From an optimization exercise on the open Yosys and OpenROAD flow, aimed at small area, a short achievable clock period and few clock cycles per item; shortcuts taken in it are not production practice.
No functional check of the RTL was part of this run.
Power and IR drop assume default switching activity.

### flow/run.sh
#!/bin/bash
# synth_recipe.tcl (not shown) runs the flow's synth.tcl, then flattens the netlist and writes it again
# the make line also repeats each setting of config.mk as NAME=value (left out here)
make -C /OpenROAD-flow-scripts/flow DESIGN_CONFIG=/design/flow/config.mk WORK_HOME=/design/flow/orfs CLKGATE_MAP_FILE= SYNTH_SCRIPT=/design/flow/synth_recipe.tcl finish
### flow/config.mk
export PLATFORM = sky130hd
export DESIGN_NAME = lc_core
export DESIGN_NICKNAME = lc_core
export VERILOG_FILES = /design/flow/design.v
export SDC_FILE = /design/flow/constraint.sdc
export NUM_CORES = 4
export LEC_CHECK = 0
export CAP_MARGIN = 20
export CORE_MARGIN = 2
export CORE_UTILIZATION = 40
export SLEW_MARGIN = 20
### flow/constraint.sdc
create_clock -name core_clock -period 22.0 [get_ports {clk}]
set_input_delay 4.4000 -clock core_clock [delete_from_list [all_inputs] [get_ports {clk}]]
set_output_delay 4.4000 -clock core_clock [all_outputs]
set_load 0.01 [all_outputs]
### flow/design.v
module lc_binarizer #(
    parameter W = 12
) (
    input  wire [8*W-1:0] rd,
    output reg  [7:0]     pat
);
    reg [W-1:0] mn, mx, r;
    reg [W:0]   s;
    integer i;
    always @(*) begin
        mn = rd[8*W-1 -: W];
        mx = rd[8*W-1 -: W];
        for (i = 1; i < 8; i = i + 1) begin
            r = rd[W*(8-i)-1 -: W];
            if (r < mn) mn = r;
            if (r > mx) mx = r;
        end
        s = {1'b0, mn} + {1'b0, mx};
        for (i = 0; i < 8; i = i + 1) begin
            r = rd[W*(8-i)-1 -: W];
            pat[7-i] = ({r, 1'b0} >= s);
        end
    end
endmodule
module lc_lut_rom (
    input  wire [7:0] pat,
    output reg  [7:0] pos
);
    always @(*) begin
        case (pat)
            8'h18: pos = 8'h00;
            8'h10: pos = 8'h02;
            8'h38: pos = 8'h02;
            8'h08: pos = 8'hFE;
            8'h1C: pos = 8'hFE;
            8'h30: pos = 8'h03;
            8'h0C: pos = 8'hFD;
            8'h20: pos = 8'h04;
            8'h70: pos = 8'h04;
            8'h04: pos = 8'hFC;
            8'h0E: pos = 8'hFC;
            8'h60: pos = 8'h05;
            8'hE0: pos = 8'h05;
            8'h06: pos = 8'hFB;
            8'h07: pos = 8'hFB;
            8'h40: pos = 8'h06;
            8'hF0: pos = 8'h06;
            8'h02: pos = 8'hFA;
            8'h0F: pos = 8'hFA;
            8'hC0: pos = 8'h07;
            8'h03: pos = 8'hF9;
            8'h80: pos = 8'h08;
            8'h01: pos = 8'hF8;
            default: pos = 8'h80;
        endcase
    end
endmodule
module lc_core (
    input  wire        clk,
    input  wire        rst,
    input  wire        cmd_valid,
    output wire        cmd_ready,
    input  wire [15:0] cmd_word,
    input  wire [95:0] cmd_rd,
    output reg         rsp_valid,
    output reg  [1:0]  rsp_status,
    output reg  [7:0]  rsp_pat,
    output reg  [7:0]  rsp_pos,
    output wire        acq_req,
    input  wire        acq_done,
    input  wire        acq_err,
    input  wire [95:0] acq_rd,
    output wire        busy,
    output wire [7:0]  last_pos
);
    localparam W = 12;
    localparam [1:0] S_IDLE = 2'd0, S_EXEC = 2'd1, S_WAIT_ACQ = 2'd2;
    localparam [2:0] OP_BIN = 3'd0, OP_LUT = 3'd1, OP_TRKP = 3'd2,
                     OP_TRKV = 3'd3, OP_TRKA = 3'd4;
    localparam [1:0] ST_OK = 2'b00, ST_ILLEGAL = 2'b01, ST_TRANSPORT = 2'b10;
    localparam [7:0] UNDEF = 8'h80;
    reg  [1:0]     seq;
    reg  [7:0]     last_q;
    reg  [15:0]    cap_word;
    reg  [8*W-1:0] cap_rd;
    reg            cap_err;
    assign cmd_ready = (seq == S_IDLE) && !rst;
    assign busy      = (seq != S_IDLE);
    assign acq_req   = (seq == S_WAIT_ACQ);
    assign last_pos  = last_q;
    wire [2:0] in_op    = cmd_word[10:8];
    wire       in_legal = (cmd_word[15:11] == 5'd0) && (in_op <= OP_TRKA);
    wire [2:0] op    = cap_word[10:8];
    wire       legal = (cap_word[15:11] == 5'd0) && (op <= OP_TRKA);
    wire [7:0] bin_pat;
    lc_binarizer #(.W(W)) u_bin (.rd(cap_rd), .pat(bin_pat));
    wire       pat_from_word = (op == OP_LUT) || (op == OP_TRKP);
    wire [7:0] lk_pat = pat_from_word ? cap_word[7:0] : bin_pat;
    wire [7:0] lk_pos;
    lc_lut_rom u_rom (.pat(lk_pat), .pos(lk_pos));
    wire [7:0] resolved = (lk_pos == UNDEF) ? last_q : lk_pos;
    always @(posedge clk) begin
        if (rst) begin
            seq        <= S_IDLE;
            last_q     <= 8'h00;
            rsp_valid  <= 1'b0;
            rsp_status <= ST_OK;
            rsp_pat    <= 8'h00;
            rsp_pos    <= UNDEF;
        end else begin
            rsp_valid <= 1'b0;
            case (seq)
                S_IDLE: begin
                    if (cmd_valid) begin
                        cap_word <= cmd_word;
                        cap_rd   <= cmd_rd;
                        if (in_legal && in_op == OP_TRKA)
                            seq <= S_WAIT_ACQ;
                        else
                            seq <= S_EXEC;
                    end
                end
                S_WAIT_ACQ: begin
                    if (acq_done) begin
                        cap_err <= acq_err;
                        if (!acq_err)
                            cap_rd <= acq_rd;
                        seq <= S_EXEC;
                    end
                end
                S_EXEC: begin
                    seq       <= S_IDLE;
                    rsp_valid <= 1'b1;
                    if (!legal) begin
                        rsp_status <= ST_ILLEGAL;
                        rsp_pat    <= 8'h00;
                        rsp_pos    <= UNDEF;
                    end else begin
                        case (op)
                            OP_BIN: begin
                                rsp_status <= ST_OK;
                                rsp_pat    <= bin_pat;
                                rsp_pos    <= UNDEF;
                            end
                            OP_LUT: begin
                                rsp_status <= ST_OK;
                                rsp_pat    <= lk_pat;
                                rsp_pos    <= lk_pos;
                            end
                            default: begin  
                                if (op == OP_TRKA && cap_err) begin
                                    rsp_status <= ST_TRANSPORT;
                                    rsp_pat    <= 8'h00;
                                    rsp_pos    <= UNDEF;
                                end else begin
                                    rsp_status <= ST_OK;
                                    rsp_pat    <= lk_pat;
                                    rsp_pos    <= resolved;
                                    last_q     <= resolved;
                                end
                            end
                        endcase
                    end
                end
                default: seq <= S_IDLE;
            endcase
        end
    end
endmodule
==> impl_metrics.toml <==
[setup_path]
arrival_ps = 20960
crit_required_ps = 22340
cp_slowest_cell = "or3_1"
path_max_fanout = 22
end_kind = "flop"
critPathMostFrequentCell = "o21a_1"
crit_type = "flop to flop"
cpPeakStageDelay_ps = 500
cp-start-kind = "flop"

[timing]
slew_headroom = 0.3176
setup_viol = 0
hold_violations = 0
fin_tns_setup_ps = 0
timing.final.crit_share = 0.9373
slew_violations = 0
fin_worst_skew_ps = 9.686
timing.fmax_mhz = 48.50
tightest_slew_ps = 1020
period_minus_slack_ps = 20620
rsz0062_at_grt = "no"

[finish]
area_growth_syn_to_layout_pct = 27.90
mostFrequentLayoutCells = "clkdlybuf4s50_1, ha_1, a21oi_1"
num_antenna_cells = 0
post_route_cells_drive_above_1_share = 0.1529
nFillCells = 3525
final_net_count = 2400
final_common_cell = "clkdlybuf4s50_1"
utilization = 0.5178

[power]
internal-power_mw = 1.742
clkPwrFrac = 0.090
comb_power_share = 0.813
vdd_ir_drop_max_v = 0.0001112
power.switching_mw = 1.546
switching_share = 0.4702
power_frac_seq = 0.097
power_density_nw_per_um2 = 169.0
p_leak_nw = 8.217

[yosys]
syn_nets = 2104
synth_cell_types = 88
ys_ff_latch = 142
ys_seq_area_frac = 0.2612
yosys.area.top_type = "edfxtp_1"
netlist_instances = 1666
synth-async-reset-ratio = 0
synth_edf_count = 113
synth_area_per_cell_um2 = 9.132
synthFlopType = "edfxtp_1"
synth.area.top_cells = "edfxtp_1, ha_1, mux2_2, mux2i_1, a21oi_1"
yosys_warnings = 3
synth_area_um2 = 15210
synth_top_area_share = 0.2230

[drt]
wl_per_cell_um = 19.79
first_pass_iters = 7
drtIter0Drc = 825
drc = 0
vias = 13842
drt-total-wl_um = 49200
via_per_inst = 5.568
ant_nets = 0

[placement]
dpl.hpwl_um = 39720
gp_congestion = 0.9551
io_buffers = 242

[global_route]
antenna_found_initial = 0
grt_max_degree = 54
grt_pass1_wl_um = 76000
grt_pass1_vias = 13919
grt_usage = 0.2502
grt-ovfl-total = 0

[clocking]
cts_hold_buf = 0
clk_pin_slew_worst_paths_ps = 70
htree_levels = 4
cts_num_sinks = 142
tritoncts = "built"
numCtsBuffers = 17
clk_latency_ps = 450
clockBufferDepth = 2
cts-root-buf = "clkbuf_16"

[run_status]
status = "complete, no violations"

[hold_path]
hold_class = "flop to flop"

[die]
rows = 71
die_y_um = 199.0
fp.coreArea_um2 = 37580
start_util = 0.4049
dieArea_um2 = 39610
pin_count = 243
chipWidth_um = 199.0

[run]
maxCapViolCount = 0
cell usage after synthesis, types with 7 or more instances:
cell,number
nor2b_1,34
a21oi_1,133
a22oi_1,10
nand3_1,30
inv_1,131
a31oi_1,14
mux2_2,130
nor2_1,111
a21boi_0,7
and2_1,8
ha_1,224
nand2b_1,31
nand2_1,77
o21ai_0,78
nand4_1,30
a211oi_1,12
and4_1,8
xnor2_1,16
dfxtp_1,29
o2111ai_1,14
a21o_1,27
nor3_1,39
maj3_1,17
clkbuf_1,50
o21a_1,65
o211ai_1,10
mux2i_1,69
or3_1,13
edfxtp_1,113
or2_2,11
and3_1,11
path summary, 6_finish.rpt:
kind | from | to | slack (ps) | depth (start not counted)
max | cap_rd[75] | last_q[7] | 1380 | 95
min | rsp_pos[3] | rsp_pos[3] | 460 | 2
max reg2reg | cap_rd[75] | last_q[7] | 1380 | 95
min reg2reg | rsp_pos[3] | rsp_pos[3] | 460 | 2
state kept, by name, indices dropped and copies added (netlist names):
name / count
cap_word: 16
seq: 2
rsp_valid: 1
cap_err: 1
rsp_status: 2
rsp_pat: 8
last_q: 8
cap_rd: 96
rsp_pos: 8
worst max-delay path, delay by kind of cell, from the launching register on:
family                   cells  cell delay (ps)
multiplexers                 5             1610
flip-flops                   1              450
adder cells (fa/ha/maj)     12             3700
buffers and inverters       11             1860
AO/OA/AOI/OAI               38             7960
AND/OR/NAND/NOR             29             4940
metrics by stage:
| stage | setup slack (ps) | instances | hold slack (ps) | total power, mW | instance area (um^2) |
|---|---|---|---|---|---|
| floorplan | 2262 | 1666 | 478.5 | 1.871 | 15210 |
| global placement | 837.4 | 2452 | 446.5 | 2.952 | 18820 |
| detailed placement | 581.8 | 2452 | 452.9 | 2.959 | 18820 |
| CTS | 489.3 | 2484 | 462.4 | 3.280 | 19400 |
| global route | 23.68 | 2486 | 492.4 | 3.611 | 19460 |
| finish | 1380 | 2486 | 457.2 | 3.288 | 19460 |
power by group through the flow:
stage                     registers, mW  logic, mW  clock network [mW]
after floorplan                   0.316       1.55                   0
after global placement            0.324       2.63                   0
after detailed placement          0.323       2.64                   0
after CTS                         0.318       2.66               0.302
after global routing              0.319       2.98               0.312
final                             0.318       2.67               0.296
cell families after synthesis:
| logic type | Yosys count | share of synthesized area |
|---|---|---|
| AOI/OAI and AO/OA | 450 | 0.1998 |
| xor gates and xnor gates | 21 | 0.01209 |
| adders and majority gates | 242 | 0.1967 |
| buffers and inverters | 191 | 0.04828 |
| DFF | 142 | 0.2612 |
| muxes | 199 | 0.1416 |
| and+or+nand+nor | 421 | 0.1403 |
repair_timing:
item	4_1_cts	5_1_grt
endpoints found under the setup margin	0	18
gates resized for setup	0	12
setup buffers	0	2
per-layer routing:
metal,track usage,vias up,routed length [um]
li1,-,6851,-
met1,0.3231,6498,21950
met2,0.4166,428,22980
met3,0.04798,65,2907
met4,0.08624,0,1367
met5,0,-,0
final cells by class:
class / instances / area [um^2] / area share
multi-input cells: 1333 / 10570 / 0.5432
repair buffers: 337 / 3198 / 0.1644
clock buffers: 18 / 439.2 / 0.02257
well taps: 511 / 639.4 / 0.03286
flip-flops and latches: 142 / 3974 / 0.2042
clock inverters: 14 / 145.1 / 0.007459
inverters: 131 / 491.7 / 0.02527

## static timing again, ports no longer ideal
No port has a modelled driver above. Below, the same layout with a new extraction and two added sets of constraints. Step 1 (the two cells are an assumption about what drives the block):
set clk [get_ports {clk}]
set_driving_cell -lib_cell sky130_fd_sc_hd__clkbuf_16 $clk
set_driving_cell -lib_cell sky130_fd_sc_hd__buf_2 [delete_from_list [all_inputs] $clk]
Step 2, shift: input delay + t, output delay - t, t = (earliest + latest rising clock arrival at the registers) / 2. This alone moves slack from input paths to output paths. a / b / c = ideal ports / drivers / drivers and shift; a / b = the first two.
t (ns): 0.508
slack for setup (ns): 1.380 / 1.380 / 1.380
worst hold slack (ns): 0.457 / 0.457 / 0.457
worst data-port slew with drivers (ns): 0.08
cell pins on the clock port's net: 1
After both steps this run still meets setup and hold. For this run, drivers alone change the setup slack by 0.000 ns; drivers and shift together by 0.000 ns.
